What follows belongs to an exercise in optimizing a design on an open flow for small area; a production flow would make more cautious choices.
Only simulation tests tie the RTL to the original design; equivalence was not proved.
No activity file was given, so power comes from the tool's default toggle rates.

--- flow/design.v ---
module bb_aoi222 (
    input  wire [2:0] a,
    input  wire [2:0] s,
    output wire       y
);
    assign y = ~((a[0] & s[0]) | (a[1] & s[1]) | (a[2] & s[2]));
endmodule
module bb_and2 (
    input  wire a,
    input  wire b,
    output wire y
);
    assign y = a & b;
endmodule
module bb_aoi22 (
    input  wire [1:0] a,
    input  wire [1:0] s,
    output wire       y
);
    assign y = ~((a[0] & s[0]) | (a[1] & s[1]));
endmodule
module bb_nand2 (
    input  wire a,
    input  wire b,
    output wire y
);
    assign y = ~(a & b);
endmodule
module bitbang_core (
    input  wire        clk,
    input  wire        rst,           
    input  wire [10:0] host_addr,     
    input  wire        host_we,
    input  wire [31:0] host_wdata,
    input  wire        host_re,
    output reg  [31:0] host_rdata,    
    output wire        busy,
    output wire        ev_valid,
    output wire [1:0]  ev_kind,       
    output wire [2:0]  ev_role,
    output wire        ev_level,
    output wire [31:0] ev_dur,
    input  wire        ev_ack,
    input  wire        ev_fault,
    input  wire [7:0]  ev_info,
    input  wire        ev_rlevel
);
    localparam [29:0] TICKS = 30'd1000000000;
    localparam [3:0] OP_XLATE = 4'h1, OP_SPI_INIT = 4'h2, OP_SPI_FREE = 4'h3,
                     OP_SPI_XFER = 4'h4, OP_I2C_INIT = 4'h5, OP_I2C_FREE = 4'h6,
                     OP_I2C_WRITE = 4'h7, OP_I2C_READ = 4'h8, OP_I2C_WRRD = 4'h9,
                     OP_SER_INIT = 4'hA, OP_SER_FREE = 4'hB, OP_SER_WRITE = 4'hC,
                     OP_SER_READ = 4'hD;
    localparam [2:0] R_SCK = 3'd0, R_MOSI = 3'd1, R_MISO = 3'd2, R_SCL = 3'd3,
                     R_SDA = 3'd4, R_TX = 3'd5, R_RX = 3'd6;
    localparam [1:0] K_WRITE = 2'd0, K_READ = 2'd1, K_DELAY = 2'd2;
    localparam [2:0] E_OK = 3'd0, E_PIN = 3'd1, E_NACK = 3'd2, E_PARITY = 3'd3,
                     E_FRAME = 3'd4, E_CONFIG = 3'd5, E_ILLEGAL = 3'd6;
    localparam [2:0] PH_START1 = 3'd0, PH_START2 = 3'd1, PH_ADDR1 = 3'd2,
                     PH_ADDR2 = 3'd3, PH_WDATA = 3'd4, PH_RDATA = 3'd5,
                     PH_STOP = 3'd6, PH_FSTOP = 3'd7;
    reg        st_busy, st_done;
    reg [2:0]  st_err;
    reg        spi_valid, i2c_valid, ser_valid;
    reg [11:0] pinerr;               
    reg        po_sck, po_mosi, po_scl, po_sda, po_tx;
    reg [31:0] xl_rate;
    reg [29:0] xl_delay;
    reg [2:0]  spi_cfg;              
    reg [31:0] spi_rate;
    reg [28:0] spi_delay;
    reg [31:0] i2c_rate;
    reg [28:0] i2c_delay;
    reg [5:0]  ser_cfg;              
    reg [31:0] ser_rate;
    reg [29:0] ser_tbit;
    reg [7:0]  ser_rxdata;
    reg        dvp;                  
    reg [3:0]  op;
    reg [6:0]  addr7;                
    reg [7:0]  cnta, cntb;           
    reg [7:0]  bidx;                 
    reg [7:0]  sh;                   
    reg [2:0]  s;                    
    reg [3:0]  k;                    
    reg [2:0]  ph;                   
    reg        pacc;                 
    reg        stop2n;               
    reg        epin;                 
    reg        mwr, mrd;             
    reg [29:0] rem;                  
    wire [29:0] q = {cnta, cntb, sh, addr7[6:1]};
    reg        dph;                  
    reg        dbl;                  
    assign busy = st_busy;
    wire        dv_full  = (op == OP_SER_INIT) | ((op == OP_XLATE) & addr7[0]);
    reg [28:0] ser_thalf;
    reg [29:0] dv_res;               
    function [29:0] inc30(input [29:0] x, input cin, input skip);
        integer i;
        reg c, g;
        begin
            g = cin;
            c = cin;
            for (i = 0; i < 30; i = i + 1) begin
                if (skip && i == 15) begin
                    g = g & (&x[14:0]);
                    c = g;
                end
                inc30[i] = x[i] ^ c;
                c = x[i] & c;
            end
        end
    endfunction
    always @(*) begin
        ser_thalf = inc30({1'b0, ser_tbit[29:1]}, ser_tbit[0], 1'b1);
        dv_res    = inc30({q[29] & dv_full, q[28:0]}, rem != 30'd0, 1'b0);
    end
    wire       spi_cpha  = spi_cfg[0];
    wire       spi_cpol  = spi_cfg[1];
    wire       spi_lsbf  = spi_cfg[2];
    wire [1:0] ser_dbits = ser_cfg[1:0];
    wire       ser_pen   = ser_cfg[2];
    wire       ser_podd  = ser_cfg[3];
    wire       ser_stop2 = ser_cfg[4];
    wire       ser_msbf  = ser_cfg[5];
    wire [3:0] ser_n     = 4'd5 + {2'b00, ser_dbits};
    wire       f_spi  = (op == OP_SPI_XFER);
    wire       f_i2c  = (op == OP_I2C_WRITE) | (op == OP_I2C_READ) | (op == OP_I2C_WRRD);
    wire       f_tx   = (op == OP_SER_WRITE);
    wire       f_rx   = (op == OP_SER_READ);
    wire       f_ser  = f_tx | f_rx;
    wire       f_init = ~f_spi & ~f_i2c & ~f_ser;    
    wire       c_start = (k == 4'd0);
    wire       c_data  = ~c_start & (k <= ser_n);
    wire       c_par   = ser_pen & (k == ser_n + 4'd1);
    wire       c_stop  = ~c_start & ~c_data & ~c_par;
    wire       c_last  = c_stop & (stop2n | ~ser_stop2);
    wire       lsbf    = f_spi ? spi_lsbf : (f_ser & ~ser_msbf);
    wire [2:0] topb    = f_ser ? {1'b1, ser_dbits} : 3'd7;
    wire       sh_out  = lsbf ? sh[0] : sh[topb];
    function [7:0] shifted(input [7:0] v, input din);
        integer j;
        begin
            if (!lsbf) shifted = {v[6:0], din};
            else begin
                for (j = 0; j < 8; j = j + 1)
                    shifted[j] = (j == topb) ? din : ((j == 7) ? 1'b0 : v[(j + 1) % 8]);
            end
        end
    endfunction
    reg        e_valid;
    reg [1:0]  e_kind;
    reg [2:0]  e_role;
    reg        e_level;
    reg        i2c_last_step;
    wire [1:0] i2c_proc = (ph[2:1] == 2'b00) ? 2'd0 :           
                          (ph[2:1] == 2'b11) ? 2'd3 :           
                          (((ph == PH_RDATA) ^ (k == 4'd8)) ? 2'd2 : 2'd1);   
    always @(*) begin
        e_valid = 1'b1;
        e_kind  = K_WRITE;
        e_role  = R_SCK;
        e_level = 1'b1;
        i2c_last_step = 1'b0;
        if (f_spi) begin
            case ({spi_cpha, s})
                4'b0_000: begin e_role = R_MOSI; e_level = sh_out; end
                4'b0_001: e_kind = K_DELAY;
                4'b0_010: begin e_role = R_SCK; e_level = ~spi_cpol; end
                4'b0_011: begin e_kind = K_READ; e_role = R_MISO; end
                4'b0_100: e_kind = K_DELAY;
                4'b0_101: begin e_role = R_SCK; e_level = spi_cpol; end
                4'b1_000: begin e_role = R_SCK; e_level = ~spi_cpol; end
                4'b1_001: begin e_role = R_MOSI; e_level = sh_out; end
                4'b1_010: e_kind = K_DELAY;
                4'b1_011: begin e_role = R_SCK; e_level = spi_cpol; end
                4'b1_100: begin e_kind = K_READ; e_role = R_MISO; end
                default:  e_kind = K_DELAY;
            endcase
        end else if (f_i2c) begin
            case (i2c_proc)
                2'd0: case (s)    
                    3'd0: e_role = R_SDA;
                    3'd1: e_kind = K_DELAY;
                    3'd2: e_role = R_SCL;
                    3'd3: begin e_kind = K_READ; e_role = R_SCL; end
                    3'd4: e_kind = K_DELAY;
                    3'd5: begin e_role = R_SDA; e_level = 1'b0; end
                    3'd6: e_kind = K_DELAY;
                    default: begin e_role = R_SCL; e_level = 1'b0; i2c_last_step = 1'b1; end
                endcase
                2'd1: case (s)    
                    3'd0: begin
                        e_role = R_SDA;
                        e_level = (ph == PH_RDATA) ? (cntb == 8'd1) : sh[7];
                    end
                    3'd1: e_kind = K_DELAY;
                    3'd2: e_role = R_SCL;
                    3'd3: begin e_kind = K_READ; e_role = R_SCL; end
                    3'd4: e_kind = K_DELAY;
                    default: begin e_role = R_SCL; e_level = 1'b0; i2c_last_step = 1'b1; end
                endcase
                2'd2: case (s)    
                    3'd0: e_role = R_SDA;
                    3'd1: e_kind = K_DELAY;
                    3'd2: e_role = R_SCL;
                    3'd3: begin e_kind = K_READ; e_role = R_SCL; end
                    3'd4: e_kind = K_DELAY;
                    3'd5: begin e_kind = K_READ; e_role = R_SDA; end
                    default: begin e_role = R_SCL; e_level = 1'b0; i2c_last_step = 1'b1; end
                endcase
                default: case (s)    
                    3'd0: begin e_role = R_SCL; e_level = 1'b0; end
                    3'd1: begin e_role = R_SDA; e_level = 1'b0; end
                    3'd2: e_kind = K_DELAY;
                    3'd3: e_role = R_SCL;
                    3'd4: begin e_kind = K_READ; e_role = R_SCL; end
                    3'd5: e_kind = K_DELAY;
                    3'd6: e_role = R_SDA;
                    default: begin e_kind = K_DELAY; i2c_last_step = 1'b1; end
                endcase
            endcase
        end else if (f_tx) begin
            if (s == 3'd0) begin
                e_role = R_TX;
                if (c_start)     e_level = 1'b0;
                else if (c_data) e_level = sh_out;
                else if (c_par)  e_level = pacc ^ ser_podd;
            end else
                e_kind = K_DELAY;
        end else if (f_rx) begin
            if (s == 3'd0 || s == 3'd3) begin
                e_kind = K_READ; e_role = R_RX;
            end else
                e_kind = K_DELAY;
        end else begin
            e_valid = (op != OP_XLATE);
            case (op)
                OP_SPI_INIT: e_level = spi_cpol;
                OP_I2C_INIT: e_role = (s == 3'd0) ? R_SCL : R_SDA;
                default:     e_role = R_TX;
            endcase
        end
        if (!st_busy || dvp || mwr || mrd)
            e_valid = 1'b0;
    end
    assign ev_valid = e_valid;
    assign ev_kind  = e_kind;
    assign ev_role  = e_role;
    assign ev_level = e_level;
    assign ev_dur   = {2'b00, f_spi ? {1'b0, spi_delay} :
                              f_i2c ? {1'b0, i2c_delay} :
                              (f_rx && s == 3'd1) ? {1'b0, ser_thalf} : ser_tbit};
    wire ev_done = e_valid & ev_ack;
    wire ev_bad  = ev_done & ev_fault & (e_kind != K_DELAY);
    wire ev_good = ev_done & ~ev_bad;
    wire ev_wr   = (e_kind == K_WRITE);
    wire        dv_dbit  = TICKS[5'd29 - bidx[4:0]];
    wire [29:0] dv_sh    = {rem[28:0], dv_dbit};
    reg  [30:0] dv_rate;
    always @(*) begin
        case (op)
            OP_SPI_INIT: dv_rate = spi_rate[30:0];
            OP_I2C_INIT: dv_rate = i2c_rate[30:0];
            OP_SER_INIT: dv_rate = ser_rate[30:0];
            default:     dv_rate = xl_rate[30:0];
        endcase
    end
    reg  [29:0] dv_diff;
    reg         dv_fits, dv_blo;
    always @(*) begin : dvsub
        integer i;
        reg b;
        b = 1'b0;
        for (i = 0; i < 30; i = i + 1) begin
            if (i == 15) begin
                dv_blo = b;
                b = dbl;
            end
            dv_diff[i] = dv_sh[i] ^ dv_rate[i] ^ b;
            b = (~dv_sh[i] & dv_rate[i]) | (~(dv_sh[i] ^ dv_rate[i]) & b);
        end
        dv_fits = ~(b | dv_rate[30]);
    end
    wire        dv_last  = (bidx[4:0] == {4'b1110, dv_full});
    wire        aligned  = (host_addr[1:0] == 2'b00);
    wire        hw       = host_we & aligned & ~st_busy;
    wire        hw_cmd   = hw & (host_addr == 11'h000);
    wire [3:0]  c_op     = host_wdata[3:0];
    wire [7:0]  c_lena   = host_wdata[23:16];
    wire [7:0]  c_lenb   = host_wdata[31:24];
    reg         c_illegal, c_rate_bad;
    wire        xl_bad   = xl_rate[31]  | (xl_rate  == 32'd0);
    wire        spi_bad  = spi_rate[31] | (spi_rate == 32'd0);
    wire        i2c_bad  = i2c_rate[31] | (i2c_rate == 32'd0);
    wire        ser_bad  = ser_rate[31] | (ser_rate == 32'd0);
    always @(*) begin
        case (c_op)
            OP_XLATE:     c_illegal = 1'b0;
            OP_SPI_INIT:  c_illegal = spi_valid;
            OP_SPI_FREE,
            OP_SPI_XFER:  c_illegal = ~spi_valid;
            OP_I2C_INIT:  c_illegal = i2c_valid;
            OP_I2C_FREE,
            OP_I2C_WRITE,
            OP_I2C_READ:  c_illegal = ~i2c_valid;
            OP_I2C_WRRD:  c_illegal = ~i2c_valid | (({1'b0, c_lena} + {1'b0, c_lenb}) > 9'd256);
            OP_SER_INIT:  c_illegal = ser_valid;
            OP_SER_FREE,
            OP_SER_WRITE,
            OP_SER_READ:  c_illegal = ~ser_valid;
            default:      c_illegal = 1'b1;
        endcase
        case (c_op)
            OP_SPI_INIT:  c_rate_bad = spi_bad;
            OP_I2C_INIT:  c_rate_bad = i2c_bad;
            OP_SER_INIT:  c_rate_bad = ser_bad;
            default:      c_rate_bad = xl_bad;
        endcase
    end
    wire [7:0]  b_idx      = st_busy ? bidx : host_addr[9:2];
    wire        b_we       = (hw & host_addr[10]) | (st_busy & mwr);
    reg  [7:0]  s_rd;
    wire [7:0]  b_wd       = rst ? 8'd0 : (~b_we ? s_rd : (st_busy ? sh : host_wdata[7:0]));
    reg  [15:0] b_pa, b_pb;
    always @(*) begin : pdec
        integer i;
        for (i = 0; i < 16; i = i + 1) begin
            b_pa[i] = rst | (b_idx[3:0] == i[3:0]);
            b_pb[i] = rst | (b_idx[7:4] == i[3:0]);
        end
    end
    wire [255:0] b_sel;
    reg  [15:0] h_pa, h_pb;
    always @(*) begin : hdec
        integer i;
        for (i = 0; i < 16; i = i + 1) begin
            h_pa[i] = (host_addr[5:2] == i[3:0]);
            h_pb[i] = (host_addr[9:6] == i[3:0]);
        end
    end
    wire [255:0] h_sel;
    reg  [7:0]   b_rd;
    wire [2047:0] b_flat;
    genvar gi, gb;
    generate
        for (gi = 0; gi < 256; gi = gi + 1) begin : g_buf
            reg [7:0] m;
            always @(posedge clk)
                if (b_sel[gi])
                    m <= b_wd;
            assign b_flat[gi*8 +: 8] = m;
        end
        for (gi = 0; gi < 256; gi = gi + 1) begin : g_dec
            bb_and2 u_d (.a(b_pa[gi % 16]), .b(b_pb[gi / 16]), .y(b_sel[gi]));
        end
        for (gb = 0; gb < 8; gb = gb + 1) begin : g_rd
            wire [85:0] y;
            for (gi = 0; gi < 85; gi = gi + 1) begin : g_t
                bb_aoi222 u_t (
                    .a({b_flat[(3*gi+2)*8+gb], b_flat[(3*gi+1)*8+gb], b_flat[(3*gi)*8+gb]}),
                    .s(b_sel[3*gi+2:3*gi]),
                    .y(y[gi]));
            end
            assign y[85] = ~(b_flat[255*8+gb] & b_sel[255]);
            always @(*) s_rd[gb] = ~&y;
        end
        for (gi = 0; gi < 256; gi = gi + 1) begin : g_hdec
            bb_and2 u_d (.a(h_pa[gi % 16]), .b(h_pb[gi / 16]), .y(h_sel[gi]));
        end
        for (gb = 0; gb < 8; gb = gb + 1) begin : g_hrd
            wire [85:0] y;
            for (gi = 0; gi < 85; gi = gi + 1) begin : g_t
                bb_aoi222 u_t (
                    .a({b_flat[(3*gi+2)*8+gb], b_flat[(3*gi+1)*8+gb], b_flat[(3*gi)*8+gb]}),
                    .s(h_sel[3*gi+2:3*gi]),
                    .y(y[gi]));
            end
            assign y[85] = ~(b_flat[255*8+gb] & h_sel[255]);
            always @(*) b_rd[gb] = ~&y;
        end
    endgenerate
    wire        rd_reg = aligned & ~rst & (host_addr[10:7] == 4'd0);
    wire        rs_st  = rd_reg & (host_addr[6:2] == 5'h01);
    wire        rs_pe  = rd_reg & (host_addr[6:2] == 5'h02);
    wire        rs_po  = rd_reg & (host_addr[6:2] == 5'h03);
    wire        rs_xr  = rd_reg & (host_addr[6:2] == 5'h04);
    wire        rs_xd  = rd_reg & (host_addr[6:2] == 5'h05);
    wire        rs_sc  = rd_reg & (host_addr[6:2] == 5'h08);
    wire        rs_sr  = rd_reg & (host_addr[6:2] == 5'h09);
    wire        rs_sd  = rd_reg & (host_addr[6:2] == 5'h0A);
    wire        rs_ir  = rd_reg & (host_addr[6:2] == 5'h0C);
    wire        rs_id  = rd_reg & (host_addr[6:2] == 5'h0D);
    wire        rs_ec  = rd_reg & (host_addr[6:2] == 5'h10);
    wire        rs_er  = rd_reg & (host_addr[6:2] == 5'h11);
    wire        rs_et  = rd_reg & (host_addr[6:2] == 5'h12);
    wire        rs_eh  = rd_reg & (host_addr[6:2] == 5'h13);
    wire        rs_rx  = rd_reg & (host_addr[6:2] == 5'h14);
    wire        rs_bf  = aligned & ~rst & host_addr[10];
    wire [31:0] rd_val;
    wire rdt0_0, rdt0_1, rdt0_2, rdt0_3, rdt0_4, rdt0_5;
    bb_aoi222 u_rdt0_0 (.a({po_sck, pinerr[0], st_busy}), .s({rs_po, rs_pe, rs_st}), .y(rdt0_0));
    bb_aoi222 u_rdt0_1 (.a({spi_cfg[0], xl_delay[0], xl_rate[0]}), .s({rs_sc, rs_xd, rs_xr}), .y(rdt0_1));
    bb_aoi222 u_rdt0_2 (.a({i2c_rate[0], spi_delay[0], spi_rate[0]}), .s({rs_ir, rs_sd, rs_sr}), .y(rdt0_2));
    bb_aoi222 u_rdt0_3 (.a({ser_rate[0], ser_cfg[0], i2c_delay[0]}), .s({rs_er, rs_ec, rs_id}), .y(rdt0_3));
    bb_aoi222 u_rdt0_4 (.a({ser_rxdata[0], ser_thalf[0], ser_tbit[0]}), .s({rs_rx, rs_eh, rs_et}), .y(rdt0_4));
    bb_nand2 u_rdt0_5 (.a(b_rd[0]), .b(rs_bf), .y(rdt0_5));
    assign rd_val[0] = ~&{rdt0_0, rdt0_1, rdt0_2, rdt0_3, rdt0_4, rdt0_5};
    wire rdt1_0, rdt1_1, rdt1_2, rdt1_3, rdt1_4, rdt1_5;
    bb_aoi222 u_rdt1_0 (.a({po_mosi, pinerr[1], st_done}), .s({rs_po, rs_pe, rs_st}), .y(rdt1_0));
    bb_aoi222 u_rdt1_1 (.a({spi_cfg[1], xl_delay[1], xl_rate[1]}), .s({rs_sc, rs_xd, rs_xr}), .y(rdt1_1));
    bb_aoi222 u_rdt1_2 (.a({i2c_rate[1], spi_delay[1], spi_rate[1]}), .s({rs_ir, rs_sd, rs_sr}), .y(rdt1_2));
    bb_aoi222 u_rdt1_3 (.a({ser_rate[1], ser_cfg[1], i2c_delay[1]}), .s({rs_er, rs_ec, rs_id}), .y(rdt1_3));
    bb_aoi222 u_rdt1_4 (.a({ser_rxdata[1], ser_thalf[1], ser_tbit[1]}), .s({rs_rx, rs_eh, rs_et}), .y(rdt1_4));
    bb_nand2 u_rdt1_5 (.a(b_rd[1]), .b(rs_bf), .y(rdt1_5));
    assign rd_val[1] = ~&{rdt1_0, rdt1_1, rdt1_2, rdt1_3, rdt1_4, rdt1_5};
    wire rdt2_0, rdt2_1, rdt2_2, rdt2_3, rdt2_4;
    bb_aoi222 u_rdt2_0 (.a({xl_delay[2], xl_rate[2], pinerr[2]}), .s({rs_xd, rs_xr, rs_pe}), .y(rdt2_0));
    bb_aoi222 u_rdt2_1 (.a({spi_delay[2], spi_rate[2], spi_cfg[2]}), .s({rs_sd, rs_sr, rs_sc}), .y(rdt2_1));
    bb_aoi222 u_rdt2_2 (.a({ser_cfg[2], i2c_delay[2], i2c_rate[2]}), .s({rs_ec, rs_id, rs_ir}), .y(rdt2_2));
    bb_aoi222 u_rdt2_3 (.a({ser_thalf[2], ser_tbit[2], ser_rate[2]}), .s({rs_eh, rs_et, rs_er}), .y(rdt2_3));
    bb_aoi22 u_rdt2_4 (.a({b_rd[2], ser_rxdata[2]}), .s({rs_bf, rs_rx}), .y(rdt2_4));
    assign rd_val[2] = ~&{rdt2_0, rdt2_1, rdt2_2, rdt2_3, rdt2_4};
    wire rdt3_0, rdt3_1, rdt3_2, rdt3_3, rdt3_4;
    bb_aoi222 u_rdt3_0 (.a({xl_rate[3], po_scl, pinerr[3]}), .s({rs_xr, rs_po, rs_pe}), .y(rdt3_0));
    bb_aoi222 u_rdt3_1 (.a({spi_delay[3], spi_rate[3], xl_delay[3]}), .s({rs_sd, rs_sr, rs_xd}), .y(rdt3_1));
    bb_aoi222 u_rdt3_2 (.a({ser_cfg[3], i2c_delay[3], i2c_rate[3]}), .s({rs_ec, rs_id, rs_ir}), .y(rdt3_2));
    bb_aoi222 u_rdt3_3 (.a({ser_thalf[3], ser_tbit[3], ser_rate[3]}), .s({rs_eh, rs_et, rs_er}), .y(rdt3_3));
    bb_aoi22 u_rdt3_4 (.a({b_rd[3], ser_rxdata[3]}), .s({rs_bf, rs_rx}), .y(rdt3_4));
    assign rd_val[3] = ~&{rdt3_0, rdt3_1, rdt3_2, rdt3_3, rdt3_4};
    wire rdt4_0, rdt4_1, rdt4_2, rdt4_3, rdt4_4;
    bb_aoi222 u_rdt4_0 (.a({xl_rate[4], po_sda, st_err[0]}), .s({rs_xr, rs_po, rs_st}), .y(rdt4_0));
    bb_aoi222 u_rdt4_1 (.a({spi_delay[4], spi_rate[4], xl_delay[4]}), .s({rs_sd, rs_sr, rs_xd}), .y(rdt4_1));
    bb_aoi222 u_rdt4_2 (.a({ser_cfg[4], i2c_delay[4], i2c_rate[4]}), .s({rs_ec, rs_id, rs_ir}), .y(rdt4_2));
    bb_aoi222 u_rdt4_3 (.a({ser_thalf[4], ser_tbit[4], ser_rate[4]}), .s({rs_eh, rs_et, rs_er}), .y(rdt4_3));
    bb_aoi22 u_rdt4_4 (.a({b_rd[4], ser_rxdata[4]}), .s({rs_bf, rs_rx}), .y(rdt4_4));
    assign rd_val[4] = ~&{rdt4_0, rdt4_1, rdt4_2, rdt4_3, rdt4_4};
    wire rdt5_0, rdt5_1, rdt5_2, rdt5_3, rdt5_4;
    bb_aoi222 u_rdt5_0 (.a({xl_rate[5], po_tx, st_err[1]}), .s({rs_xr, rs_po, rs_st}), .y(rdt5_0));
    bb_aoi222 u_rdt5_1 (.a({spi_delay[5], spi_rate[5], xl_delay[5]}), .s({rs_sd, rs_sr, rs_xd}), .y(rdt5_1));
    bb_aoi222 u_rdt5_2 (.a({ser_cfg[5], i2c_delay[5], i2c_rate[5]}), .s({rs_ec, rs_id, rs_ir}), .y(rdt5_2));
    bb_aoi222 u_rdt5_3 (.a({ser_thalf[5], ser_tbit[5], ser_rate[5]}), .s({rs_eh, rs_et, rs_er}), .y(rdt5_3));
    bb_aoi22 u_rdt5_4 (.a({b_rd[5], ser_rxdata[5]}), .s({rs_bf, rs_rx}), .y(rdt5_4));
    assign rd_val[5] = ~&{rdt5_0, rdt5_1, rdt5_2, rdt5_3, rdt5_4};
    wire rdt6_0, rdt6_1, rdt6_2, rdt6_3;
    bb_aoi222 u_rdt6_0 (.a({xl_delay[6], xl_rate[6], st_err[2]}), .s({rs_xd, rs_xr, rs_st}), .y(rdt6_0));
    bb_aoi222 u_rdt6_1 (.a({i2c_rate[6], spi_delay[6], spi_rate[6]}), .s({rs_ir, rs_sd, rs_sr}), .y(rdt6_1));
    bb_aoi222 u_rdt6_2 (.a({ser_tbit[6], ser_rate[6], i2c_delay[6]}), .s({rs_et, rs_er, rs_id}), .y(rdt6_2));
    bb_aoi222 u_rdt6_3 (.a({b_rd[6], ser_rxdata[6], ser_thalf[6]}), .s({rs_bf, rs_rx, rs_eh}), .y(rdt6_3));
    assign rd_val[6] = ~&{rdt6_0, rdt6_1, rdt6_2, rdt6_3};
    wire rdt7_0, rdt7_1, rdt7_2, rdt7_3;
    bb_aoi222 u_rdt7_0 (.a({spi_rate[7], xl_delay[7], xl_rate[7]}), .s({rs_sr, rs_xd, rs_xr}), .y(rdt7_0));
    bb_aoi222 u_rdt7_1 (.a({i2c_delay[7], i2c_rate[7], spi_delay[7]}), .s({rs_id, rs_ir, rs_sd}), .y(rdt7_1));
    bb_aoi222 u_rdt7_2 (.a({ser_thalf[7], ser_tbit[7], ser_rate[7]}), .s({rs_eh, rs_et, rs_er}), .y(rdt7_2));
    bb_aoi22 u_rdt7_3 (.a({b_rd[7], ser_rxdata[7]}), .s({rs_bf, rs_rx}), .y(rdt7_3));
    assign rd_val[7] = ~&{rdt7_0, rdt7_1, rdt7_2, rdt7_3};
    wire rdt8_0, rdt8_1, rdt8_2, rdt8_3;
    bb_aoi222 u_rdt8_0 (.a({xl_rate[8], pinerr[4], spi_valid}), .s({rs_xr, rs_pe, rs_st}), .y(rdt8_0));
    bb_aoi222 u_rdt8_1 (.a({spi_delay[8], spi_rate[8], xl_delay[8]}), .s({rs_sd, rs_sr, rs_xd}), .y(rdt8_1));
    bb_aoi222 u_rdt8_2 (.a({ser_rate[8], i2c_delay[8], i2c_rate[8]}), .s({rs_er, rs_id, rs_ir}), .y(rdt8_2));
    bb_aoi22 u_rdt8_3 (.a({ser_thalf[8], ser_tbit[8]}), .s({rs_eh, rs_et}), .y(rdt8_3));
    assign rd_val[8] = ~&{rdt8_0, rdt8_1, rdt8_2, rdt8_3};
    wire rdt9_0, rdt9_1, rdt9_2, rdt9_3;
    bb_aoi222 u_rdt9_0 (.a({xl_rate[9], pinerr[5], i2c_valid}), .s({rs_xr, rs_pe, rs_st}), .y(rdt9_0));
    bb_aoi222 u_rdt9_1 (.a({spi_delay[9], spi_rate[9], xl_delay[9]}), .s({rs_sd, rs_sr, rs_xd}), .y(rdt9_1));
    bb_aoi222 u_rdt9_2 (.a({ser_rate[9], i2c_delay[9], i2c_rate[9]}), .s({rs_er, rs_id, rs_ir}), .y(rdt9_2));
    bb_aoi22 u_rdt9_3 (.a({ser_thalf[9], ser_tbit[9]}), .s({rs_eh, rs_et}), .y(rdt9_3));
    assign rd_val[9] = ~&{rdt9_0, rdt9_1, rdt9_2, rdt9_3};
    wire rdt10_0, rdt10_1, rdt10_2, rdt10_3;
    bb_aoi222 u_rdt10_0 (.a({xl_rate[10], pinerr[6], ser_valid}), .s({rs_xr, rs_pe, rs_st}), .y(rdt10_0));
    bb_aoi222 u_rdt10_1 (.a({spi_delay[10], spi_rate[10], xl_delay[10]}), .s({rs_sd, rs_sr, rs_xd}), .y(rdt10_1));
    bb_aoi222 u_rdt10_2 (.a({ser_rate[10], i2c_delay[10], i2c_rate[10]}), .s({rs_er, rs_id, rs_ir}), .y(rdt10_2));
    bb_aoi22 u_rdt10_3 (.a({ser_thalf[10], ser_tbit[10]}), .s({rs_eh, rs_et}), .y(rdt10_3));
    assign rd_val[10] = ~&{rdt10_0, rdt10_1, rdt10_2, rdt10_3};
    wire rdt11_0, rdt11_1, rdt11_2, rdt11_3;
    bb_aoi222 u_rdt11_0 (.a({xl_delay[11], xl_rate[11], pinerr[7]}), .s({rs_xd, rs_xr, rs_pe}), .y(rdt11_0));
    bb_aoi222 u_rdt11_1 (.a({i2c_rate[11], spi_delay[11], spi_rate[11]}), .s({rs_ir, rs_sd, rs_sr}), .y(rdt11_1));
    bb_aoi222 u_rdt11_2 (.a({ser_tbit[11], ser_rate[11], i2c_delay[11]}), .s({rs_et, rs_er, rs_id}), .y(rdt11_2));
    bb_nand2 u_rdt11_3 (.a(ser_thalf[11]), .b(rs_eh), .y(rdt11_3));
    assign rd_val[11] = ~&{rdt11_0, rdt11_1, rdt11_2, rdt11_3};
    wire rdt12_0, rdt12_1, rdt12_2, rdt12_3;
    bb_aoi222 u_rdt12_0 (.a({xl_delay[12], xl_rate[12], pinerr[8]}), .s({rs_xd, rs_xr, rs_pe}), .y(rdt12_0));
    bb_aoi222 u_rdt12_1 (.a({i2c_rate[12], spi_delay[12], spi_rate[12]}), .s({rs_ir, rs_sd, rs_sr}), .y(rdt12_1));
    bb_aoi222 u_rdt12_2 (.a({ser_tbit[12], ser_rate[12], i2c_delay[12]}), .s({rs_et, rs_er, rs_id}), .y(rdt12_2));
    bb_nand2 u_rdt12_3 (.a(ser_thalf[12]), .b(rs_eh), .y(rdt12_3));
    assign rd_val[12] = ~&{rdt12_0, rdt12_1, rdt12_2, rdt12_3};
    wire rdt13_0, rdt13_1, rdt13_2, rdt13_3;
    bb_aoi222 u_rdt13_0 (.a({xl_delay[13], xl_rate[13], pinerr[9]}), .s({rs_xd, rs_xr, rs_pe}), .y(rdt13_0));
    bb_aoi222 u_rdt13_1 (.a({i2c_rate[13], spi_delay[13], spi_rate[13]}), .s({rs_ir, rs_sd, rs_sr}), .y(rdt13_1));
    bb_aoi222 u_rdt13_2 (.a({ser_tbit[13], ser_rate[13], i2c_delay[13]}), .s({rs_et, rs_er, rs_id}), .y(rdt13_2));
    bb_nand2 u_rdt13_3 (.a(ser_thalf[13]), .b(rs_eh), .y(rdt13_3));
    assign rd_val[13] = ~&{rdt13_0, rdt13_1, rdt13_2, rdt13_3};
    wire rdt14_0, rdt14_1, rdt14_2, rdt14_3;
    bb_aoi222 u_rdt14_0 (.a({xl_delay[14], xl_rate[14], pinerr[10]}), .s({rs_xd, rs_xr, rs_pe}), .y(rdt14_0));
    bb_aoi222 u_rdt14_1 (.a({i2c_rate[14], spi_delay[14], spi_rate[14]}), .s({rs_ir, rs_sd, rs_sr}), .y(rdt14_1));
    bb_aoi222 u_rdt14_2 (.a({ser_tbit[14], ser_rate[14], i2c_delay[14]}), .s({rs_et, rs_er, rs_id}), .y(rdt14_2));
    bb_nand2 u_rdt14_3 (.a(ser_thalf[14]), .b(rs_eh), .y(rdt14_3));
    assign rd_val[14] = ~&{rdt14_0, rdt14_1, rdt14_2, rdt14_3};
    wire rdt15_0, rdt15_1, rdt15_2, rdt15_3;
    bb_aoi222 u_rdt15_0 (.a({xl_delay[15], xl_rate[15], pinerr[11]}), .s({rs_xd, rs_xr, rs_pe}), .y(rdt15_0));
    bb_aoi222 u_rdt15_1 (.a({i2c_rate[15], spi_delay[15], spi_rate[15]}), .s({rs_ir, rs_sd, rs_sr}), .y(rdt15_1));
    bb_aoi222 u_rdt15_2 (.a({ser_tbit[15], ser_rate[15], i2c_delay[15]}), .s({rs_et, rs_er, rs_id}), .y(rdt15_2));
    bb_nand2 u_rdt15_3 (.a(ser_thalf[15]), .b(rs_eh), .y(rdt15_3));
    assign rd_val[15] = ~&{rdt15_0, rdt15_1, rdt15_2, rdt15_3};
    wire rdt16_0, rdt16_1, rdt16_2;
    bb_aoi222 u_rdt16_0 (.a({spi_rate[16], xl_delay[16], xl_rate[16]}), .s({rs_sr, rs_xd, rs_xr}), .y(rdt16_0));
    bb_aoi222 u_rdt16_1 (.a({i2c_delay[16], i2c_rate[16], spi_delay[16]}), .s({rs_id, rs_ir, rs_sd}), .y(rdt16_1));
    bb_aoi222 u_rdt16_2 (.a({ser_thalf[16], ser_tbit[16], ser_rate[16]}), .s({rs_eh, rs_et, rs_er}), .y(rdt16_2));
    assign rd_val[16] = ~&{rdt16_0, rdt16_1, rdt16_2};
    wire rdt17_0, rdt17_1, rdt17_2;
    bb_aoi222 u_rdt17_0 (.a({spi_rate[17], xl_delay[17], xl_rate[17]}), .s({rs_sr, rs_xd, rs_xr}), .y(rdt17_0));
    bb_aoi222 u_rdt17_1 (.a({i2c_delay[17], i2c_rate[17], spi_delay[17]}), .s({rs_id, rs_ir, rs_sd}), .y(rdt17_1));
    bb_aoi222 u_rdt17_2 (.a({ser_thalf[17], ser_tbit[17], ser_rate[17]}), .s({rs_eh, rs_et, rs_er}), .y(rdt17_2));
    assign rd_val[17] = ~&{rdt17_0, rdt17_1, rdt17_2};
    wire rdt18_0, rdt18_1, rdt18_2;
    bb_aoi222 u_rdt18_0 (.a({spi_rate[18], xl_delay[18], xl_rate[18]}), .s({rs_sr, rs_xd, rs_xr}), .y(rdt18_0));
    bb_aoi222 u_rdt18_1 (.a({i2c_delay[18], i2c_rate[18], spi_delay[18]}), .s({rs_id, rs_ir, rs_sd}), .y(rdt18_1));
    bb_aoi222 u_rdt18_2 (.a({ser_thalf[18], ser_tbit[18], ser_rate[18]}), .s({rs_eh, rs_et, rs_er}), .y(rdt18_2));
    assign rd_val[18] = ~&{rdt18_0, rdt18_1, rdt18_2};
    wire rdt19_0, rdt19_1, rdt19_2;
    bb_aoi222 u_rdt19_0 (.a({spi_rate[19], xl_delay[19], xl_rate[19]}), .s({rs_sr, rs_xd, rs_xr}), .y(rdt19_0));
    bb_aoi222 u_rdt19_1 (.a({i2c_delay[19], i2c_rate[19], spi_delay[19]}), .s({rs_id, rs_ir, rs_sd}), .y(rdt19_1));
    bb_aoi222 u_rdt19_2 (.a({ser_thalf[19], ser_tbit[19], ser_rate[19]}), .s({rs_eh, rs_et, rs_er}), .y(rdt19_2));
    assign rd_val[19] = ~&{rdt19_0, rdt19_1, rdt19_2};
    wire rdt20_0, rdt20_1, rdt20_2;
    bb_aoi222 u_rdt20_0 (.a({spi_rate[20], xl_delay[20], xl_rate[20]}), .s({rs_sr, rs_xd, rs_xr}), .y(rdt20_0));
    bb_aoi222 u_rdt20_1 (.a({i2c_delay[20], i2c_rate[20], spi_delay[20]}), .s({rs_id, rs_ir, rs_sd}), .y(rdt20_1));
    bb_aoi222 u_rdt20_2 (.a({ser_thalf[20], ser_tbit[20], ser_rate[20]}), .s({rs_eh, rs_et, rs_er}), .y(rdt20_2));
    assign rd_val[20] = ~&{rdt20_0, rdt20_1, rdt20_2};
    wire rdt21_0, rdt21_1, rdt21_2;
    bb_aoi222 u_rdt21_0 (.a({spi_rate[21], xl_delay[21], xl_rate[21]}), .s({rs_sr, rs_xd, rs_xr}), .y(rdt21_0));
    bb_aoi222 u_rdt21_1 (.a({i2c_delay[21], i2c_rate[21], spi_delay[21]}), .s({rs_id, rs_ir, rs_sd}), .y(rdt21_1));
    bb_aoi222 u_rdt21_2 (.a({ser_thalf[21], ser_tbit[21], ser_rate[21]}), .s({rs_eh, rs_et, rs_er}), .y(rdt21_2));
    assign rd_val[21] = ~&{rdt21_0, rdt21_1, rdt21_2};
    wire rdt22_0, rdt22_1, rdt22_2;
    bb_aoi222 u_rdt22_0 (.a({spi_rate[22], xl_delay[22], xl_rate[22]}), .s({rs_sr, rs_xd, rs_xr}), .y(rdt22_0));
    bb_aoi222 u_rdt22_1 (.a({i2c_delay[22], i2c_rate[22], spi_delay[22]}), .s({rs_id, rs_ir, rs_sd}), .y(rdt22_1));
    bb_aoi222 u_rdt22_2 (.a({ser_thalf[22], ser_tbit[22], ser_rate[22]}), .s({rs_eh, rs_et, rs_er}), .y(rdt22_2));
    assign rd_val[22] = ~&{rdt22_0, rdt22_1, rdt22_2};
    wire rdt23_0, rdt23_1, rdt23_2;
    bb_aoi222 u_rdt23_0 (.a({spi_rate[23], xl_delay[23], xl_rate[23]}), .s({rs_sr, rs_xd, rs_xr}), .y(rdt23_0));
    bb_aoi222 u_rdt23_1 (.a({i2c_delay[23], i2c_rate[23], spi_delay[23]}), .s({rs_id, rs_ir, rs_sd}), .y(rdt23_1));
    bb_aoi222 u_rdt23_2 (.a({ser_thalf[23], ser_tbit[23], ser_rate[23]}), .s({rs_eh, rs_et, rs_er}), .y(rdt23_2));
    assign rd_val[23] = ~&{rdt23_0, rdt23_1, rdt23_2};
    wire rdt24_0, rdt24_1, rdt24_2;
    bb_aoi222 u_rdt24_0 (.a({spi_rate[24], xl_delay[24], xl_rate[24]}), .s({rs_sr, rs_xd, rs_xr}), .y(rdt24_0));
    bb_aoi222 u_rdt24_1 (.a({i2c_delay[24], i2c_rate[24], spi_delay[24]}), .s({rs_id, rs_ir, rs_sd}), .y(rdt24_1));
    bb_aoi222 u_rdt24_2 (.a({ser_thalf[24], ser_tbit[24], ser_rate[24]}), .s({rs_eh, rs_et, rs_er}), .y(rdt24_2));
    assign rd_val[24] = ~&{rdt24_0, rdt24_1, rdt24_2};
    wire rdt25_0, rdt25_1, rdt25_2;
    bb_aoi222 u_rdt25_0 (.a({spi_rate[25], xl_delay[25], xl_rate[25]}), .s({rs_sr, rs_xd, rs_xr}), .y(rdt25_0));
    bb_aoi222 u_rdt25_1 (.a({i2c_delay[25], i2c_rate[25], spi_delay[25]}), .s({rs_id, rs_ir, rs_sd}), .y(rdt25_1));
    bb_aoi222 u_rdt25_2 (.a({ser_thalf[25], ser_tbit[25], ser_rate[25]}), .s({rs_eh, rs_et, rs_er}), .y(rdt25_2));
    assign rd_val[25] = ~&{rdt25_0, rdt25_1, rdt25_2};
    wire rdt26_0, rdt26_1, rdt26_2;
    bb_aoi222 u_rdt26_0 (.a({spi_rate[26], xl_delay[26], xl_rate[26]}), .s({rs_sr, rs_xd, rs_xr}), .y(rdt26_0));
    bb_aoi222 u_rdt26_1 (.a({i2c_delay[26], i2c_rate[26], spi_delay[26]}), .s({rs_id, rs_ir, rs_sd}), .y(rdt26_1));
    bb_aoi222 u_rdt26_2 (.a({ser_thalf[26], ser_tbit[26], ser_rate[26]}), .s({rs_eh, rs_et, rs_er}), .y(rdt26_2));
    assign rd_val[26] = ~&{rdt26_0, rdt26_1, rdt26_2};
    wire rdt27_0, rdt27_1, rdt27_2;
    bb_aoi222 u_rdt27_0 (.a({spi_rate[27], xl_delay[27], xl_rate[27]}), .s({rs_sr, rs_xd, rs_xr}), .y(rdt27_0));
    bb_aoi222 u_rdt27_1 (.a({i2c_delay[27], i2c_rate[27], spi_delay[27]}), .s({rs_id, rs_ir, rs_sd}), .y(rdt27_1));
    bb_aoi222 u_rdt27_2 (.a({ser_thalf[27], ser_tbit[27], ser_rate[27]}), .s({rs_eh, rs_et, rs_er}), .y(rdt27_2));
    assign rd_val[27] = ~&{rdt27_0, rdt27_1, rdt27_2};
    wire rdt28_0, rdt28_1, rdt28_2;
    bb_aoi222 u_rdt28_0 (.a({spi_rate[28], xl_delay[28], xl_rate[28]}), .s({rs_sr, rs_xd, rs_xr}), .y(rdt28_0));
    bb_aoi222 u_rdt28_1 (.a({i2c_delay[28], i2c_rate[28], spi_delay[28]}), .s({rs_id, rs_ir, rs_sd}), .y(rdt28_1));
    bb_aoi222 u_rdt28_2 (.a({ser_thalf[28], ser_tbit[28], ser_rate[28]}), .s({rs_eh, rs_et, rs_er}), .y(rdt28_2));
    assign rd_val[28] = ~&{rdt28_0, rdt28_1, rdt28_2};
    wire rdt29_0, rdt29_1;
    bb_aoi222 u_rdt29_0 (.a({spi_rate[29], xl_delay[29], xl_rate[29]}), .s({rs_sr, rs_xd, rs_xr}), .y(rdt29_0));
    bb_aoi222 u_rdt29_1 (.a({ser_tbit[29], ser_rate[29], i2c_rate[29]}), .s({rs_et, rs_er, rs_ir}), .y(rdt29_1));
    assign rd_val[29] = ~&{rdt29_0, rdt29_1};
    wire rdt30_0, rdt30_1;
    bb_aoi222 u_rdt30_0 (.a({i2c_rate[30], spi_rate[30], xl_rate[30]}), .s({rs_ir, rs_sr, rs_xr}), .y(rdt30_0));
    bb_nand2 u_rdt30_1 (.a(ser_rate[30]), .b(rs_er), .y(rdt30_1));
    assign rd_val[30] = ~&{rdt30_0, rdt30_1};
    wire rdt31_0, rdt31_1;
    bb_aoi222 u_rdt31_0 (.a({i2c_rate[31], spi_rate[31], xl_rate[31]}), .s({rs_ir, rs_sr, rs_xr}), .y(rdt31_0));
    bb_nand2 u_rdt31_1 (.a(ser_rate[31]), .b(rs_er), .y(rdt31_1));
    assign rd_val[31] = ~&{rdt31_0, rdt31_1};
    always @(posedge clk)
        if (rst | host_re)
            host_rdata <= rd_val;
    wire [31:0] hwd     = host_wdata & {32{~rst}};
    wire [29:0] dres    = dv_res & {30{~rst}};
    wire        w_xlr   = hw & (host_addr == 11'h010);
    wire        w_spic  = hw & (host_addr == 11'h020) & ~spi_valid;
    wire        w_spir  = hw & (host_addr == 11'h024) & ~spi_valid;
    wire        w_i2cr  = hw & (host_addr == 11'h030) & ~i2c_valid;
    wire        w_serc  = hw & (host_addr == 11'h040) & ~ser_valid;
    wire        w_serr  = hw & (host_addr == 11'h044) & ~ser_valid;
    wire        init_ok = st_busy & f_init & ~dvp &
                          ((op == OP_XLATE) | (ev_good & ~((op == OP_I2C_INIT) & (s == 3'd0))));
    always @(posedge clk) begin
        if (rst | w_xlr)  xl_rate  <= hwd;
        if (rst | w_spic) spi_cfg  <= hwd[2:0];
        if (rst | w_spir) spi_rate <= hwd;
        if (rst | w_i2cr) i2c_rate <= hwd;
        if (rst | w_serc) ser_cfg  <= {hwd[5:2], host_wdata[1:0] | {2{rst}}};
        if (rst | w_serr) ser_rate <= hwd;
        if (rst | (init_ok & (op == OP_XLATE)))    xl_delay  <= dres;
        if (rst | (init_ok & (op == OP_SPI_INIT))) spi_delay <= dres[28:0];
        if (rst | (init_ok & (op == OP_I2C_INIT))) i2c_delay <= dres[28:0];
        if (rst | (init_ok & (op == OP_SER_INIT))) ser_tbit  <= dres;
    end
    task finish(input [2:0] code);
        begin
            st_err  <= code;
            st_done <= 1'b1;
            st_busy <= 1'b0;
        end
    endtask
    task finish_pin(input [11:0] pin);
        begin
            finish(E_PIN);
            pinerr <= pin;
        end
    endtask
    wire [11:0] ev_pin = {ev_info, ev_wr, e_role};
    always @(posedge clk) begin
        if (rst) begin
            st_busy    <= 1'b0;
            st_done    <= 1'b0;
            st_err     <= 3'd0;
            spi_valid  <= 1'b0;
            i2c_valid  <= 1'b0;
            ser_valid  <= 1'b0;
            pinerr     <= 12'd0;
            po_sck     <= 1'b0;
            po_mosi    <= 1'b0;
            po_scl     <= 1'b1;
            po_sda     <= 1'b1;
            po_tx      <= 1'b1;
            ser_rxdata <= 8'd0;
        end else begin
            if (ev_good && ev_wr) begin
                case (e_role)
                    R_SCK:  po_sck  <= e_level;
                    R_MOSI: po_mosi <= e_level;
                    R_SCL:  po_scl  <= e_level;
                    R_SDA:  po_sda  <= e_level;
                    R_TX:   po_tx   <= e_level;
                    default: ;
                endcase
            end
            if (!st_busy) begin
                if (hw_cmd) begin
                    op      <= c_op;
                    addr7   <= host_wdata[10:4];
                    cnta    <= c_lena;
                    cntb    <= c_lenb;
                    st_done <= 1'b0;
                    st_err  <= 3'd0;
                    bidx    <= 8'd0;
                    s       <= 3'd0;
                    k       <= 4'd0;
                    ph      <= PH_START1;
                    sh      <= (c_op == OP_SER_READ) ? 8'd0 : c_lena;
                    pacc    <= 1'b0;
                    stop2n  <= 1'b0;
                    rem     <= 30'd0;
                    mwr     <= 1'b0;
                    mrd     <= (c_op == OP_SPI_XFER);
                    dph     <= 1'b0;
                    dvp     <= (c_op == OP_XLATE) | (c_op == OP_SPI_INIT) |
                               (c_op == OP_I2C_INIT) | (c_op == OP_SER_INIT);
                    if (c_illegal) begin
                        finish(E_ILLEGAL);
                    end else begin
                        case (c_op)
                            OP_XLATE, OP_SPI_INIT, OP_I2C_INIT, OP_SER_INIT: begin
                                if (c_rate_bad) finish(E_CONFIG);
                                else st_busy <= 1'b1;
                            end
                            OP_SPI_FREE: begin spi_valid <= 1'b0; finish(E_OK); end
                            OP_I2C_FREE: begin i2c_valid <= 1'b0; finish(E_OK); end
                            OP_SER_FREE: begin ser_valid <= 1'b0; finish(E_OK); end
                            OP_SPI_XFER: begin
                                if (c_lena == 8'd0) finish(E_OK);
                                else st_busy <= 1'b1;
                            end
                            default: st_busy <= 1'b1;    
                        endcase
                    end
                end
            end else if (mwr) begin
                mwr  <= 1'b0;
                bidx <= bidx + 8'd1;
                if (f_spi) begin
                    cnta <= cnta - 8'd1;
                    if (cnta == 8'd1) finish(E_OK);
                    else mrd <= 1'b1;
                end else begin
                    cntb <= cntb - 8'd1;
                    if (cntb == 8'd1) ph <= PH_STOP;
                end
            end else if (mrd) begin
                mrd <= 1'b0;
                sh  <= s_rd;
            end else if (f_init) begin
                if (dvp) begin
                    dph <= ~dph;
                    dbl <= dv_blo;
                    if (dph) begin
                        bidx <= bidx + 8'd1;
                        rem  <= dv_fits ? dv_diff : dv_sh;
                        {cnta, cntb, sh, addr7[6:1]} <= {q[28:0], dv_fits};
                        if (dv_last) dvp <= 1'b0;
                    end
                end else if (op == OP_XLATE) begin
                    finish(E_OK);
                end else if (ev_done) begin
                    if (ev_bad) finish_pin(ev_pin);
                    else if (op == OP_I2C_INIT && s == 3'd0) s <= 3'd1;
                    else begin
                        finish(E_OK);
                        case (op)
                            OP_SPI_INIT: spi_valid <= 1'b1;
                            OP_I2C_INIT: i2c_valid <= 1'b1;
                            default:     ser_valid <= 1'b1;
                        endcase
                    end
                end
            end else if (f_spi) begin
                if (ev_done) begin
                    if (ev_bad) finish_pin(ev_pin);
                    else begin
                        if (s == (spi_cpha ? 3'd4 : 3'd3))
                            sh <= shifted(sh, ev_rlevel);
                        if (s != 3'd5) s <= s + 3'd1;
                        else begin
                            s <= 3'd0;
                            k <= {1'b0, k[2:0] + 3'd1};
                            if (k[2:0] == 3'd7) mwr <= 1'b1;
                        end
                    end
                end
            end else if (f_i2c) begin
                if (ev_done) begin
                    if (ev_bad) begin
                        if (ph == PH_FSTOP) begin
                            if (epin) finish_pin({sh, k});
                            else finish(E_NACK);
                        end else if (ph == PH_STOP)
                            finish_pin(ev_pin);
                        else begin
                            epin <= 1'b1;
                            sh   <= ev_info;
                            k    <= {ev_wr, e_role};
                            ph   <= PH_FSTOP;
                            s    <= 3'd0;
                        end
                    end else if (e_kind == K_READ && e_role == R_SCL && !ev_rlevel) begin
                    end else if (!i2c_last_step) begin
                        s <= s + 3'd1;
                        if ((i2c_proc == 2'd1 && s == 3'd0 && ph != PH_RDATA) ||
                            (i2c_proc == 2'd2 && s == 3'd5))
                            sh <= {sh[6:0], ev_rlevel};
                    end else begin
                        s <= 3'd0;
                        case (ph)
                            PH_START1, PH_START2: begin
                                ph <= (ph == PH_START1) ? PH_ADDR1 : PH_ADDR2;
                                sh <= {addr7, (ph == PH_START2) || (op == OP_I2C_READ)};
                                k  <= 4'd0;
                            end
                            PH_STOP: finish(E_OK);
                            PH_FSTOP: begin
                                if (epin) finish_pin({sh, k});
                                else finish(E_NACK);
                            end
                            PH_RDATA: begin
                                if (k != 4'd8) k <= k + 4'd1;
                                else begin
                                    k   <= 4'd0;
                                    mwr <= 1'b1;
                                end
                            end
                            default: begin   
                                if (k != 4'd8) k <= k + 4'd1;
                                else begin
                                    k <= 4'd0;
                                    if (sh[0]) begin
                                        epin <= 1'b0;
                                        ph   <= PH_FSTOP;
                                    end else if (ph == PH_ADDR2 || op == OP_I2C_READ) begin
                                        ph <= (cntb != 8'd0) ? PH_RDATA : PH_STOP;
                                    end else begin
                                        if (ph == PH_WDATA) begin
                                            bidx <= bidx + 8'd1;
                                            cnta <= cnta - 8'd1;
                                        end
                                        if ((ph == PH_WDATA) ? (cnta != 8'd1) : (cnta != 8'd0)) begin
                                            ph  <= PH_WDATA;
                                            mrd <= 1'b1;
                                        end else
                                            ph <= (op == OP_I2C_WRRD) ? PH_START2 : PH_STOP;
                                    end
                                end
                            end
                        endcase
                    end
                end
            end else if (f_tx) begin
                if (ev_done) begin
                    if (ev_bad) finish_pin(ev_pin);
                    else if (s == 3'd0) begin
                        s <= 3'd1;
                        if (c_data) begin
                            pacc <= pacc ^ sh_out;
                            sh   <= shifted(sh, 1'b0);
                        end
                    end else begin
                        s <= 3'd0;
                        if (c_last) finish(E_OK);
                        else if (c_stop) stop2n <= 1'b1;
                        else k <= k + 4'd1;
                    end
                end
            end else begin
                if (ev_done) begin
                    if (ev_bad) finish_pin(ev_pin);
                    else case (s)
                        3'd0: if (!ev_rlevel) s <= 3'd1;
                        3'd1: begin s <= 3'd2; k <= 4'd1; end
                        3'd2: s <= 3'd3;
                        default: begin
                            s <= 3'd2;
                            if (c_data) begin
                                sh   <= shifted(sh, ev_rlevel);
                                pacc <= pacc ^ ev_rlevel;
                                k    <= k + 4'd1;
                            end else if (c_par) begin
                                if (ev_rlevel != (pacc ^ ser_podd)) finish(E_PARITY);
                                else k <= k + 4'd1;
                            end else begin
                                if (!ev_rlevel) finish(E_FRAME);
                                else if (c_last) begin
                                    ser_rxdata <= sh;
                                    finish(E_OK);
                                end else stop2n <= 1'b1;
                            end
                        end
                    endcase
                end
            end
        end
    end
endmodule
--- flow/flow/run.sh ---
#!/bin/bash
# The standard layout (the standard.sh, unchanged synthesis), with two
# options passed to ORFS through its environment:
# - clock tree: clkbuf_16 sink clusters of at most 26 flip-flops within 90 um,
#   without the dummy loads CTS adds to balance the tree;
# - port buffers: sky130_fd_sc_hd__buf_1.
set -euo pipefail
export CTS_ARGS="-sink_clustering_enable -repair_clock_nets -sink_clustering_size 26 -sink_clustering_max_diameter 90 -buf_list sky130_fd_sc_hd__clkbuf_16 -dont_use_dummy_load"
export BUFFER_PORTS_ARGS="-buffer_cell sky130_fd_sc_hd__buf_1"
bash standard.sh > flow.log 2>&1
--- flow/standard.sh ---
#!/bin/bash
# synth_recipe.tcl (not shown) runs the flow's synth.tcl, then flattens the netlist and writes it again
# the make line also repeats each setting of config.mk as NAME=value (left out here)
make -C /OpenROAD-flow-scripts/flow DESIGN_CONFIG=/design/flow/config.mk WORK_HOME=/design/flow/orfs CLKGATE_MAP_FILE= SYNTH_SCRIPT=/design/flow/synth_recipe.tcl "${@:-finish}"
--- flow/config.mk ---
export PLATFORM = sky130hd
export DESIGN_NAME = bitbang_core
export DESIGN_NICKNAME = bitbang_core
export VERILOG_FILES = /design/flow/design.v
export SDC_FILE = /design/flow/constraint.sdc
export NUM_CORES = 8
export LEC_CHECK = 0
export CAP_MARGIN = 20
export CORE_MARGIN = 2
export CORE_UTILIZATION = 60
export PLACE_DENSITY = 0.7
export SLEW_MARGIN = 20
export SYNTH_HIERARCHICAL = 1
--- flow/constraint.sdc ---
create_clock -name core_clock -period 10.0 [get_ports {clk}]
set_input_delay 2.0000 -clock core_clock [delete_from_list [all_inputs] [get_ports {clk}]]
set_output_delay 2.0000 -clock core_clock [all_outputs]
set_load 0.01 [all_outputs]
==> results of run 1 <==
final timing paths:
kind	slack (ps)	end	depth (start not counted)
worst min-delay path	530	po_sck$_SDFFE_PP0P_	2
worst max-delay path	900	rem[0]$_SDFFCE_PN0P_	24
worst max register to register	900	rem[0]$_SDFFCE_PN0P_	24
worst min register to register	530	po_sck$_SDFFE_PP0P_	2
power by group through the flow:
| stage | Combinational [uW] | Clock, uW | Sequential (uW) |
|---|---|---|---|
| floorplan | 803 | 0 | 12400 |
| global placement | 1450 | 0 | 12400 |
| detailed placement | 1480 | 0 | 12500 |
| CTS | 1480 | 5100 | 12200 |
| global route | 1590 | 5440 | 12300 |
| finish | 1550 | 5090 | 12300 |
per-module statistics from Yosys (local to each module, per instance):
| module | cells | flops+latches | copies in the design | area, um^2 |
|---|---|---|---|---|
| bb_and2 | 1 | 0 | 512 | 6.256 |
| bb_aoi22 | 1 | 0 | 8 | 12.51 |
| bb_aoi222 | 1 | 0 | 1460 | 10.01 |
| bb_nand2 | 1 | 0 | 9 | 3.754 |
| bitbang_core | 4712 | 2459 | 1 | 87840 |
registers in the layout (all words and copies together) (netlist names), 6 cells and up:
signal / cells
g_buf.m: 2048
host_rdata: 32
i2c_rate: 32
ser_rate: 32
spi_rate: 32
xl_rate: 32
rem: 30
ser_tbit: 30
xl_delay: 30
i2c_delay: 29
spi_delay: 29
pinerr: 12
bidx: 8
cnta: 8
cntb: 8
ser_rxdata: 8
sh: 8
addr7: 7
ser_cfg: 6
cell type report:
class | instances | area, um^2 | share of cell area
clock buffer | 113 | 2828 | 0.02493
tap | 2340 | 2928 | 0.02582
sequential | 2459 | 73510 | 0.6482
inverter | 65 | 245.2 | 0.002162
multi-input combinational | 4037 | 31900 | 0.2813
antenna | 90 | 225.2 | 0.001986
timing repair buffer | 279 | 1773 | 0.01563
synthesized netlist by cell type, types with 8 or more instances:
library cell     n
nor3b_1          8
nand4_1        363
a311oi_1         9
clkbuf_1       111
nor2b_1         78
or2_2           14
nor3_1          52
a211oi_1        42
or4_1           13
nor2_1         153
o22ai_1         17
a21oi_1         93
dfxtp_1         33
o21ai_0        103
ha_1            96
o211ai_1        11
buf_1           13
or3_1            9
a22oi_2          8
a21boi_0        27
a22oi_1         64
o31ai_1         14
buf_2           11
nor4_1         127
a31oi_1         26
edfxtp_1      2426
fa_1            30
o21a_1           9
and2_1         522
xnor2_1         12
o32ai_1         11
nand2_1        299
a222oi_1      1490
mux2_2          19
mux2i_1         57
and3_1          13
nand2b_1        27
nand3_1         87
inv_1           63
layer usage:
layer | vias up | part of all wire | routed length [um]
li1 | 31350 | - | -
met1 | 39170 | 0.36 | 130900
met2 | 6737 | 0.44 | 160200
met3 | 952 | 0.14 | 52380
met4 | 21 | 0.056 | 20270
met5 | - | 0.00071 | 258
cell families after synthesis:
kind of cell    after synthesis  share of synthesized area
simple gates               1804                    0.09597
buf+inv                     206                   0.007759
other cells                   1                 0.00003545
fa+ha+maj                   126                    0.01703
compound gates             2009                     0.1752
mux                          77                   0.007558
flops                      2459                     0.6949
xor+xnor                     19                   0.001573
through the flow:
stage	area, um^2	power [uW]	setup TNS [ps]	hold slack [ps]
global placement	110200	13900	0	495.5
detailed placement	110300	13960	0	499.0
finish	113400	18890	0	525.2
CTS	113100	18820	0	519.4
global route	113200	19330	0	561.2
floorplan	105900	13200	-251650	449.0
worst min-delay path: stages (launching register included):
cell	delay, ps
dfxtp_1	330
nor2_1	100
a211oi_1	60
==> impl_metrics.csv, run 1 <==
group,metric,value,unit
power,powerDensity,166.6,nW/um^2
finish,fin_nets,7139,
clock_tree,insertion_delay,850,ps
timing,hold_viol,0,
logic_synthesis,syn_area_per_cell,15.79,um^2
timing,max_freq,0.1099,GHz
critical_path,cp_data_arrival_time,9660,ps
power,sequentialPowerShare,0.649,
timing,worst_pin_slew,1225,ps
critical_path,cp_top_family,"adder cells",
logic_synthesis,yosysUniqueCellTypes,105,
worst_hold_path,hp-class,"reg2reg",
placed_design,place_congestion,1.017,
detailed_routing,via_count,78230,
logic_synthesis,yosysTopAreaCell,"edfxtp_1",
power,intPower,14320,uW
detailed_routing,first_pass_iters,17,
logic_synthesis,synth_top_cells_by_area,"edfxtp_1 (69%), a222oi_1 (14%), and2_1 (3.1%), nand4_1 (2.1%), ha_1 (1.1%)",
logic_synthesis,synth_area,105800,um^2
global_route,grtUsageMet3,0.1041,
global_route,grt_start_max_net_pins,257,
global_route,use_met2,0.5755,
critical_path,worstSetupStartpoint,"op[0]$_DFFE_PP_",
clock_tree,clockBufferDepth,3,
global_route,antenna_found_initial,44,
power,clockPowerShare,0.269,
global_route,met1_usage,0.5518,
timing,maxSlewHeadroom,0.1759,
critical_path,critical_path_class,"reg2reg",
floorplanning,die-area,179700,um^2
global_route,grt-ovfl-total,0,
finish,syn_to_final_growth,7.206,%
floorplanning,die_height,423.9,um
power,swShare,0.2421,
clock_tree,clock-sinks,2459,
critical_path,cpMostUsedCell,"fa_1",
status,status,"timing/DRC/antenna clean",
timing,fin_skew,87.14,ps
critical_path,reg2reg_from,"op[0]$_DFFE_PP_",
floorplanning,start_util,0.6020,
finish,fill_cells,12550,
logic_synthesis,ys.flop_type,"edfxtp_1",
logic_synthesis,ys_seq_elements,2459,
finish,final_cells,9383,
finish,final_common_cell,"edfxtp_1",
worst_hold_path,min_from,"po_sck$_SDFFE_PP0P_",
floorplanning,rows,154,
critical_path,slowest_delay,730,ps
finish,most-common-layout-cells,"edfxtp_1 (2,426), a222oi_1 (1,490), and2_1 (522), nand4_1 (363), nand2_1 (294)",
detailed_routing,drc_errors,0,
timing,report.final.slew_viol_count,0,
clock_tree,cts_buffers,113,
power,power_switching,4574,uW
clock_tree,clkTransAtPathRegs,110,ps
critical_path,start_kind,"flip-flop",
logic_synthesis,synth_edf_count,2426,
logic_synthesis,syn_inst,6701,
clock_tree,root_buffer,"clkbuf_16",
detailed_routing,wl,364000,um
floorplanning,chipWidth,423.9,um
power,power_frac_comb,0.082,
detailed_routing,drt_iter0_drc,20030,
critical_path,crit_chain,"nand2b_1 > nor3_2 > buf_4 > nor3_2 > buf_4 > a21boi_0 > fa_1 > fa_1 > fa_1 > fa_1 > fa_1 > fa_1 > fa_1 > fa_1 > fa_1 > fa_1 > fa_1 > fa_1 > fa_1 > fa_1 > nand4_1 > buf_4 > nor2_1 > o21a_1",
timing,min_period_over_period,0.9101,
global_route,grt_usage,0.3934,
clock_tree,cts_setup_buffers,0,
finish,final_core_util,0.6454,
logic_synthesis,synthArstFlopShare,0,
timing,setup_viol,0,
timing,rsz0062_at_grt,"false",
timing,setup_slack,898.6,ps
floorplanning,coreArea,175700,um^2
detailed_routing,ant_nets,0,
timing,fin_crit,9101,ps
critical_path,cp_num_buf_inv,3,
finish,drive_gt1_frac,0.05897,
placed_design,place_worst_setup_slack,1007,ps
run,max-cap-violations,0,
clock_tree,cts-resized-gates,0,
clock_tree,htreeDepth,3,
detailed_routing,wire_per_inst,38.80,um
logic_synthesis,yosysWarnings,7,
critical_path,critPathMaxFanout,33,
power,p_leak,0.03553,uW
critical_path,slowest_stage,"edfxtp_1",
power,ir_worst_vdd,0.0002074,V
global_route,grt_pass1_wl,512900,um
critical_path,end_kind,"flip-flop",
detailed_routing,via_per_inst,8.337,
logic_synthesis,post-synth-top-area-fraction,0.6886,
placed_design,dpl.hpwl,243200,um
placed_design,place.port_buffers,127,
floorplanning,ios,130,
clock_tree,postCtsHoldBufs,0,
global_route,grt_pass1_vias,71600,
clock_tree,cts_tree,"yes",
critical_path,cp.required,10560,ps
global_route,top_usage_layer,"met2",
logic_synthesis,seq_area_frac_synth,0.6949,
placed_design,place_inst,9177,
==> run 2, diff against run 1 <==
--- a/flow/design.v
+++ b/flow/design.v
@@ -6,4 +6,11 @@
     assign y = ~((a[0] & s[0]) | (a[1] & s[1]) | (a[2] & s[2]));
 endmodule
+module bb_nor2 (
+    input  wire a,
+    input  wire b,
+    output wire y
+);
+    assign y = ~(a | b);
+endmodule
 module bb_and2 (
     input  wire a,
@@ -333,10 +340,10 @@
     end
     wire [255:0] b_sel;
-    reg  [15:0] h_pa, h_pb;
+    reg  [15:0] h_pa_n, h_pb_n;
     always @(*) begin : hdec
         integer i;
         for (i = 0; i < 16; i = i + 1) begin
-            h_pa[i] = (host_addr[5:2] == i[3:0]);
-            h_pb[i] = (host_addr[9:6] == i[3:0]);
+            h_pa_n[i] = (host_addr[5:2] != i[3:0]);
+            h_pb_n[i] = (host_addr[9:6] != i[3:0]);
         end
     end
@@ -368,5 +375,5 @@
         end
         for (gi = 0; gi < 256; gi = gi + 1) begin : g_hdec
-            bb_and2 u_d (.a(h_pa[gi % 16]), .b(h_pb[gi / 16]), .y(h_sel[gi]));
+            bb_nor2 u_d (.a(h_pa_n[gi % 16]), .b(h_pb_n[gi / 16]), .y(h_sel[gi]));
         end
         for (gb = 0; gb < 8; gb = gb + 1) begin : g_hrd
--- a/flow/config.mk
+++ b/flow/config.mk
@@ -8,6 +8,6 @@
 export CAP_MARGIN = 20
 export CORE_MARGIN = 2
-export CORE_UTILIZATION = 60
-export PLACE_DENSITY = 0.7
+export CORE_UTILIZATION = 57
+export PLACE_DENSITY = 0.72
 export SLEW_MARGIN = 20
 export SYNTH_HIERARCHICAL = 1
==> impl_metrics.csv, run 2 <==
group,metric,value,unit
global_route,grt-ovfl-total,0,
finish,postLayoutCellArea,112400,um^2
logic_synthesis,yosysTopAreaCell,"edfxtp_1",
finish,largest_reg_flops,2048,
power,ir_worst_vdd,0.0001764,V
power,intPower,14450,uW
critical_path,rrSetupSlack,1250,ps
clock_tree,cts_tree,"yes",
finish,largest_register,"g_buf.m",
timing,min_period_over_period,0.8745,
logic_synthesis,synthArstFlopShare,0,
clock_tree,cts_buffers,110,
floorplanning,start_util,0.5733,
logic_synthesis,synth_edf_count,2426,
placed_design,dpl.hpwl,244400,um
detailed_routing,via_count,78550,
timing,report.final.slew_viol_count,0,
placed_design,place.port_buffers,127,
worst_hold_path,hp-class,"reg2reg",
floorplanning,rows,157,
run,max-cap-violations,0,
finish,fin_nets,7135,
clock_tree,cts-resized-gates,0,
logic_synthesis,yosysWarnings,7,
critical_path,critical_path_class,"reg2reg",
status,status,"timing/DRC/antenna clean",
finish,drive_gt1_frac,0.05238,
timing,fin_skew,104.2,ps
power,p_leak,0.03471,uW
power,p_total,19130,uW
floorplanning,chipWidth,432.9,um
finish,syn_to_final_growth,7.171,%
global_route,grt_pass1_vias,72630,
timing,worst_pin_slew,1278,ps
clock_tree,cts_setup_buffers,0,
clock_tree,postCtsHoldBufs,0,
timing,finalSetupTns,0,ps
power,sequentialPowerShare,0.654,
power,power_frac_comb,0.084,
logic_synthesis,synth_area,104800,um^2
logic_synthesis,syn_inst,6700,
detailed_routing,via_per_inst,8.293,
logic_synthesis,post-synth-top-area-fraction,0.6948,
power,power_switching,4680,uW
logic_synthesis,synth_commonest_cells,"edfxtp_1 (2,426), a222oi_1 (1,490), nor2_1 (403), nand4_1 (368), nand2_1 (322)",
power,swShare,0.2447,
timing,setup_viol,0,
clock_tree,root_buffer,"clkbuf_16",
clock_tree,clockBufferDepth,3,
run 2: through the flow:
step | utilization | hold WS [ps] | std cells | setup WS, ps
detailed placement | 0.5980 | 489.5 | 9301 | 1269
finish | 0.6144 | 517.3 | 9472 | 1255
global route | 0.6138 | 533.7 | 9427 | 882.9
floorplan | - | 442.6 | 6701 | -1054
CTS | 0.6130 | 515.7 | 9411 | 1281
global placement | 0.5978 | 481.3 | 9300 | 1422
run 2: power by group through the flow:
| stage | combinational (uW) | clock, uW | sequential (uW) |
|---|---|---|---|
| after global placement | 1500 | 0 | 12700 |
| final | 1610 | 5020 | 12500 |
| after detailed placement | 1530 | 0 | 12700 |
| after global routing | 1650 | 5330 | 12600 |
| after CTS | 1530 | 5010 | 12500 |
| after floorplan | 833 | 0 | 12600 |
run 2: final cells by class:
type | count | area, um^2 | area share
Timing Repair Buffer | 278 | 1749 | 0.01557
Sequential cell | 2459 | 73510 | 0.6543
Tap cell | 2464 | 3083 | 0.02744
Multi-Input combinational cell | 4043 | 30900 | 0.2750
Antenna cell | 59 | 147.6 | 0.001314
Clock buffer | 110 | 2753 | 0.02450
Inverter | 59 | 221.5 | 0.001971
run 2: modules after synthesis (local to each module, per instance):
| module | cell area, um^2 | flip-flops and latches | times used | cells |
|---|---|---|---|---|
| bitbang_core | 87540 | 2459 | 1 | 4711 |
| bb_aoi22 | 12.51 | 0 | 8 | 1 |
| bb_aoi222 | 10.01 | 0 | 1460 | 1 |
| bb_and2 | 6.256 | 0 | 256 | 1 |
| bb_nand2 | 3.754 | 0 | 9 | 1 |
| bb_nor2 | 3.754 | 0 | 256 | 1 |
run 2: logic make-up after synthesis:
family / after synthesis / synth area share
AND/OR/NAND/NOR: 1821 / 0.09101
buffers and inverters: 199 / 0.007435
flip-flops: 2459 / 0.7011
multiplexers: 73 / 0.007124
other: 1 / 0.00003577
XOR/XNOR: 21 / 0.001754
AO/OA/AOI/OAI: 2000 / 0.1743
adder cells (fa/ha/maj): 126 / 0.01718
run 2: critical path, stage by stage, from the launching register on:
cell,delay [ps]
edfxtp_1,690
nand2b_1,250
nor3_2,460
buf_4,450
or3_1,190
buf_4,230
o21ai_0,150
fa_1,440
fa_1,400
fa_1,390
fa_1,380
fa_1,390
fa_1,400
fa_1,390
fa_1,390
fa_1,390
fa_1,400
fa_1,390
fa_1,430
fa_1,400
nand4_1,480
buf_8,240
nand2_1,70
a21oi_1,180
run 2: final timing paths:
check | start | to | cells past startpoint
max | op[1]$_DFFE_PP_ | rem[12]$_SDFFCE_PN0P_ | 23
min | ser_rxdata[6]$_SDFFE_PP0P_ | ser_rxdata[6]$_SDFFE_PP0P_ | 2
max reg2reg | op[1]$_DFFE_PP_ | rem[12]$_SDFFCE_PN0P_ | 23
min reg2reg | ser_rxdata[6]$_SDFFE_PP0P_ | ser_rxdata[6]$_SDFFE_PP0P_ | 2
run 2: routing by layer:
| layer | part of all wire | track usage | vias up |
|---|---|---|---|
| li1 | - | - | 31260 |
| met1 | 0.35 | 0.5140 | 39090 |
| met2 | 0.45 | 0.5744 | 7014 |
| met5 | 0.00044 | 0 | - |
| met4 | 0.060 | 0.1971 | 26 |
| met3 | 0.15 | 0.1032 | 1158 |
